From an optimization exercise on the open Yosys and OpenROAD flow, aimed at small area, a short achievable clock period and few clock cycles per item; shortcuts taken in it are not production practice. Where RTL was checked, it was by simulation tests only, not by an equivalence proof against the original.

==> flow/design.v <==
module ct_meas (
    input  wire        clk,
    input  wire        rst,         
    input  wire        start,       
    input  wire        mode,        
    input  wire [1:0]  chan,        
    input  wire [15:0] raw,         
    output reg         ready,
    output reg         done,
    output reg         accept,
    output reg  [1:0]  chan_next,
    output wire [34:0] ohms,
    output wire [15:0] vmv,
    output wire [27:0] digits,      
    output reg         alert
);
    localparam [1:0] F_IDLE  = 2'd0,
                     F_NODIV = 2'd1,
                     F_DIV   = 2'd2;
    localparam [26:0] VDIV  = 27'd48904255;    
    localparam [26:0] VDIV3 = 27'd12495037;    
    reg [1:0]  state;
    reg [15:0] s;
    reg [17:0] s6;             
    reg [1:0]  ch;
    reg        md;
    reg        slo, shi;       
    reg [26:0] rem;            
    reg [4:0]  cnt;            
    reg        step1, step2;   
    reg [1:0]  xb;             
    reg [1:0]  qd;             
    reg [34:0] q;
    reg [27:0] bcd;
    reg        fin;            
    reg        b_md, b_neg, b_acc, b_al;
    reg [1:0]  b_ch, b_cn;
    reg        vneg;           
    wire neg  = s[15];
    wire last = (cnt == 5'd1);
    assign ohms   = q;
    assign vmv    = q[15:0] ^ {16{vneg}};
    assign digits = bcd;
    wire take = start && ready;
    wire signed [15:0] sraw = raw;
    wire in_lo  = (sraw <= 16'sd8000);
    wire in_hi  = (sraw >= 16'sd24000);
    wire in_pos = !raw[15] && (raw != 16'd0);
    wire in_acc = (!in_lo && !in_hi) || (chan == 2'd3 && in_lo) ||
                  (chan == 2'd0 && in_hi);
    wire in_nodiv = !mode && (!in_acc || !in_pos);
    wire [1:0] lsel = raw[14] ? 2'd3 : (raw[13] || chan != 2'd3) ? 2'd2 :
                      raw[12] ? 2'd1 : 2'd0;
    reg [15:0] r_init;
    reg [4:0]  k_init;
    reg [1:0]  x_init;
    always @(*) begin
        case ({chan, lsel})
            {2'd0, 2'd3}: begin r_init = 16'd15776 | {12'd0, raw[15:12]}; k_init = 5'd6; x_init = {raw[11], raw[10]}; end
            {2'd0, 2'd2}: begin r_init = 16'd15776 | {12'd0, raw[15:12]}; k_init = 5'd6; x_init = {raw[11], raw[10]}; end
            {2'd1, 2'd3}: begin r_init = 16'd9750; k_init = 5'd8; x_init = {raw[15], raw[14]}; end
            {2'd1, 2'd2}: begin r_init = 16'd9750; k_init = 5'd8; x_init = {raw[15], raw[14]}; end
            {2'd2, 2'd3}: begin r_init = 16'd25000; k_init = 5'd9; x_init = {1'b0, 1'b0}; end
            {2'd2, 2'd2}: begin r_init = 16'd6250; k_init = 5'd10; x_init = {1'b0, 1'b0}; end
            {2'd3, 2'd3}: begin r_init = 16'd10437; k_init = 5'd11; x_init = {1'b1, 1'b0}; end
            {2'd3, 2'd2}: begin r_init = 16'd10437; k_init = 5'd11; x_init = {1'b1, 1'b0}; end
            {2'd3, 2'd1}: begin r_init = 16'd2609; k_init = 5'd12; x_init = {1'b0, 1'b1}; end
            {2'd3, 2'd0}: begin r_init = 16'd0; k_init = 5'd18; x_init = {1'b1, 1'b0}; end
            default: begin r_init = 16'bx; k_init = 5'bx; x_init = 2'bx; end
        endcase
    end
    wire [26:0] rem_init = mode ? {2'b0, {raw, 9'd373} ^ {25{raw[15]}}} : {11'd0, r_init};
    wire [4:0]  cnt_init = mode ? 5'd8 : k_init;
    wire [1:0]  xb_init  = mode ? {raw[15], raw[15]} : x_init;
    wire       acc_i = md || (!slo && !shi) || (ch == 2'd3 && slo) ||
                       (ch == 2'd0 && shi);
    wire [1:0] cn_i  = (md || acc_i) ? ch : slo ? ch + 2'd1 : ch - 2'd1;
    reg [19:0] kc;
    always @(*) begin
        case (ch)
            2'd0:    kc = 20'd986;
            2'd1:    kc = 20'd9750;
            2'd2:    kc = 20'd100000;
            default: kc = 20'd668000;
        endcase
    end
    wire [5:0]  c_nx  = {cnt - 5'd1, 1'b0};
    wire [15:0] vtail = neg ? 16'd58368 : 16'd8192;
    wire [35:0] xres  = {kc, s};                  
    wire [1:0]  xb_nx = ready ? xb_init :
                        c_nx < 6'd2 ? 2'b00 :
                        md ? {vtail[c_nx[3:0] - 4'd1], vtail[c_nx[3:0] - 4'd2]} :
                        {xres[c_nx - 6'd1], xres[c_nx - 6'd2]};
    wire        sgn   = rem[26];
    wire [26:0] t     = {rem[25:0], xb[1]};            
    wire [26:0] t4    = {rem[24:0], xb};               
    wire [26:0] dvs   = md ? VDIV : {10'd0, s, 1'b0};   
    wire [26:0] dvs3  = md ? VDIV3 : {9'd0, s6};        
    wire [27:0] ad_w  = {t, 1'b1} + {dvs ^ {27{!sgn}}, !sgn};    
    wire        sgn2  = ad_w[27];
    wire [27:0] adp_w = {t4, 1'b1} + {sgn ? dvs : ~dvs3, !sgn};
    wire [27:0] adn_w = {t4, 1'b1} + {sgn ? dvs3 : ~dvs, !sgn};
    wire [26:0] rem_n = (adn_w[27:1] & {27{sgn2}}) | (adp_w[27:1] & {27{!sgn2}});
    wire [1:0]  qb    = {!sgn2, !rem_n[26]};
    function automatic [27:0] add3(input [27:0] b);
        integer n;
        reg [3:0] d;
        begin
            for (n = 0; n < 7; n = n + 1) begin
                d = b[4*n +: 4];
                add3[4*n+3] = d[3] | (d[2] & d[1]) | (d[2] & d[0]);
                add3[4*n+2] = (d[3] & d[0]) | (d[2] & !d[1] & !d[0]);
                add3[4*n+1] = (d[3] & !d[0]) | (!d[2] & d[1]) | (d[1] & d[0]);
                add3[4*n+0] = (d[3] & !d[0]) | (!d[3] & !d[2] & d[0]) |
                              (d[2] & d[1] & !d[0]);
            end
        end
    endfunction
    integer i;
    wire [27:0] bcd_h   = add3({bcd[26:0], qd[1]});    
    wire [27:0] bcd_sh  = {bcd_h[26:0], qd[0]};        
    wire [27:0] bcd_adj = add3(bcd_sh);
    reg [19:0] kneg;
    always @(*) begin
        case ({b_md, b_ch})
            3'd0:    kneg = 20'd1047590;  
            3'd1:    kneg = 20'd1038826;  
            3'd2:    kneg = 20'd948576;   
            3'd3:    kneg = 20'd380576;   
            default: kneg = 20'd0;
        endcase
    end
    wire [34:0] q_sh  = {q[32:0], qd};
    wire [20:0] lo_s  = {1'b0, q_sh[19:0]} + {1'b0, kneg};
    wire [14:0] hi_m1 = q_sh[34:20] - 15'd1;
    wire [34:0] q_cor = {(!b_md && !lo_s[20]) ? hi_m1 : q_sh[34:20], lo_s[19:0]};
    reg [27:0] kb6;
    always @(*) begin
        case ({b_md, b_ch})
            3'd0:    kb6 = 28'hFFFF67A;    
            3'd1:    kb6 = 28'hFFF68B6;    
            3'd2:    kb6 = 28'hFF66666;    
            3'd3:    kb6 = 28'hF998666;    
            default: kb6 = 28'h6666666;
        endcase
    end
    wire [29:0] bc_w  = {1'b0, bcd_sh, 1'b1} + {1'b0, kb6, b_md && b_neg};
    wire [27:0] xs    = bc_w[28:1];
    wire [6:0]  dcy;
    genvar g;
    generate
        for (g = 0; g < 6; g = g + 1) begin : dcarry
            assign dcy[g] = xs[4*g+4] ^ bcd_sh[4*g+4] ^ kb6[4*g+4];
        end
    endgenerate
    assign dcy[6] = bc_w[29];
    reg [27:0] bcd_cor;
    always @(*) begin
        for (i = 0; i < 7; i = i + 1)
            bcd_cor[4*i +: 4] = dcy[i] ? xs[4*i +: 4] : xs[4*i +: 4] - 4'd6;
    end
    always @(posedge clk) begin
        if (ready) begin
            s   <= raw;
            s6  <= {raw, 2'b00} + {1'b0, raw, 1'b0};
            ch  <= chan;
            md  <= mode;
            slo <= in_lo;
            shi <= in_hi;
        end
        rem   <= ready ? rem_init : rem_n;
        cnt   <= ready ? cnt_init : cnt - 5'd1;
        xb    <= xb_nx;
        qd    <= qb;
        step1 <= take && !in_nodiv;
        step2 <= step1;
        if (state != F_IDLE && (step1 || state == F_NODIV)) begin
            b_md  <= md;
            b_neg <= neg;
            b_ch  <= ch;
            b_acc <= acc_i;
            b_cn  <= cn_i;
            b_al  <= !md && ch == 2'd0 && !neg && s >= 16'd30295;
        end
        accept    <= b_acc;
        chan_next <= b_cn;
        vneg      <= b_md && b_neg;
        alert     <= b_al;
        if (fin) begin
            q   <= q_cor;
            bcd <= bcd_cor;
        end else if (step2) begin
            q   <= {33'd0, qd};
            bcd <= {26'd0, qd};
        end else begin
            q   <= q_sh;
            bcd <= bcd_adj;
        end
        if (rst) begin
            state <= F_IDLE;
            fin   <= 1'b0;
            done  <= 1'b0;
            ready <= 1'b1;
        end else begin
            ready <= take ? in_nodiv : (state != F_DIV || cnt <= 5'd2);
            done <= fin;
            fin  <= (state == F_NODIV) || (state == F_DIV && last);
            if (take)
                state <= in_nodiv ? F_NODIV : F_DIV;
            else if (state != F_DIV || last)
                state <= F_IDLE;
        end
    end
endmodule
export LEC_CHECK = 0
export CAP_MARGIN = 20
export CORE_MARGIN = 2
export CORE_UTILIZATION = 60
export CTS_BUF_LIST = sky130_fd_sc_hd__clkbuf_4 sky130_fd_sc_hd__clkbuf_8
export PLACE_DENSITY = 0.65
export SETUP_SLACK_MARGIN = 5
export SLEW_MARGIN = 20
create_clock -name core_clock -period 10.0 [get_ports {clk}]
standard.sh (not shown) runs the stock make flow with config.mk's settings and CLKGATE_MAP_FILE= SYNTH_SCRIPT=/design/flow/synth_recipe.tcl, a recipe that flattens the netlist after the stock synthesis.
==> flow/flow/run.sh <==
#!/bin/bash
# Own flow: the standard layout (standard synthesis unchanged), with
# - port buffers of a plain buffer cell (every port still gets one).
set -euo pipefail
MARGIN=$(cat flow/margin.txt)
PORTBUF=$(cat flow/portbuf.txt)
bash standard.sh SETUP_SLACK_MARGIN="$MARGIN" "BUFFER_PORTS_ARGS=-buffer_cell $PORTBUF" finish > flow_standard.log 2>&1
==> flow/flow/margin.txt <==
5.5
==> flow/flow/portbuf.txt <==
sky130_fd_sc_hd__buf_2
The starting point completed with no timing, DRC or antenna violations.
Testbench counts at the start, summed over its fixed seeds: cycles 14,789, items 2,048.
Change:
--- a/flow/design.v
+++ b/flow/design.v
@@ -15,15 +15,13 @@
     output reg         alert
 );
     localparam [1:0] F_IDLE  = 2'd0,
                      F_NODIV = 2'd1,
                      F_DIV   = 2'd2;
-    localparam [26:0] VDIV  = 27'd48904255;    
-    localparam [26:0] VDIV3 = 27'd12495037;    
+    localparam [26:0] VDIV = 27'd48904255;     
     reg [1:0]  state;
     reg [15:0] s;
-    reg [17:0] s6;             
     reg [1:0]  ch;
     reg        md;
     reg        slo, shi;       
     reg [26:0] rem;            
     reg [4:0]  cnt;            
@@ -90,19 +88,18 @@
     wire [1:0]  xb_nx = ready ? xb_init :
                         c_nx < 6'd2 ? 2'b00 :
                         md ? {vtail[c_nx[3:0] - 4'd1], vtail[c_nx[3:0] - 4'd2]} :
                         {xres[c_nx - 6'd1], xres[c_nx - 6'd2]};
     wire        sgn   = rem[26];
-    wire [26:0] t     = {rem[25:0], xb[1]};            
-    wire [26:0] t4    = {rem[24:0], xb};               
-    wire [26:0] dvs   = md ? VDIV : {10'd0, s, 1'b0};   
-    wire [26:0] dvs3  = md ? VDIV3 : {9'd0, s6};        
+    wire [26:0] t     = {rem[25:0], xb[1]};
+    wire [26:0] dvs   = md ? VDIV : {10'd0, s, 1'b0};
     wire [27:0] ad_w  = {t, 1'b1} + {dvs ^ {27{!sgn}}, !sgn};    
-    wire        sgn2  = ad_w[27];
-    wire [27:0] adp_w = {t4, 1'b1} + {sgn ? dvs : ~dvs3, !sgn};
-    wire [27:0] adn_w = {t4, 1'b1} + {sgn ? dvs3 : ~dvs, !sgn};
-    wire [26:0] rem_n = (adn_w[27:1] & {27{sgn2}}) | (adp_w[27:1] & {27{!sgn2}});
+    wire [26:0] rem_1 = ad_w[27:1];
+    wire        sgn2  = rem_1[26];
+    wire [26:0] t2    = {rem_1[25:0], xb[0]};
+    wire [27:0] ad2_w = {t2, 1'b1} + {dvs ^ {27{!sgn2}}, !sgn2};
+    wire [26:0] rem_n = ad2_w[27:1];
     wire [1:0]  qb    = {!sgn2, !rem_n[26]};
     function automatic [27:0] add3(input [27:0] b);
         integer n;
         reg [3:0] d;
         begin
@@ -160,11 +157,10 @@
             bcd_cor[4*i +: 4] = dcy[i] ? xs[4*i +: 4] : xs[4*i +: 4] - 4'd6;
     end
     always @(posedge clk) begin
         if (ready) begin
             s   <= raw;
-            s6  <= {raw, 2'b00} + {1'b0, raw, 1'b0};
             ch  <= chan;
             md  <= mode;
             slo <= in_lo;
             shi <= in_hi;
         end
The changed run went through all stages and came out clean.
Area after synthesis decreases by about a fifth.
Global-route usage increases by 0.35 points.
Synthesized cell count decreases by about a fifth.
Routed wire length decreases by a little under a tenth.
Maximum frequency decreases by a quarter to a third.
Sequential share of layout area decreases by 1.1 points.
Only the layout flow was run in the second run of this note; the RTL was not checked for function there.

## static timing again, ports no longer ideal
The results above use ideal ports. As a check the final layouts listed here were re-extracted and re-timed, cells and wires unchanged. Step 1 (the two cells are an assumption about what drives the block):
set clk [get_ports {clk}]
set_driving_cell -lib_cell sky130_fd_sc_hd__clkbuf_16 $clk
set_driving_cell -lib_cell sky130_fd_sc_hd__buf_2 [delete_from_list [all_inputs] $clk]
Step 2 moves the port delays by t, midway between the first and last clock arrival at a register: inputs arrive t later, outputs are due t later. That takes back most of the time a late clock gives input paths. a / b / c = ideal ports / drivers / drivers and shift; a / b = the first two.
| run | t (ns) | setup slack, ns | worst hold slack (ns) | clock arrival spread, ns | slew at the worst register clock pin (ns) |
|---|---|---|---|---|---|
| the first run | 0.526 | 5.706 / 5.706 / 5.255 | 0.348 / 0.348 / 0.348 | 0.024 / 0.025 | 0.11 / 0.11 |
| the second run | 0.504 | 3.979 / 3.979 / 3.979 | 0.347 / 0.347 / 0.347 | 0.022 / 0.022 | 0.11 / 0.11 |
After both steps setup and hold are still met in every run listed. The setup slack of the first run, which loses most, moves by 0.000 ns with the drivers and by -0.451 ns with both steps.
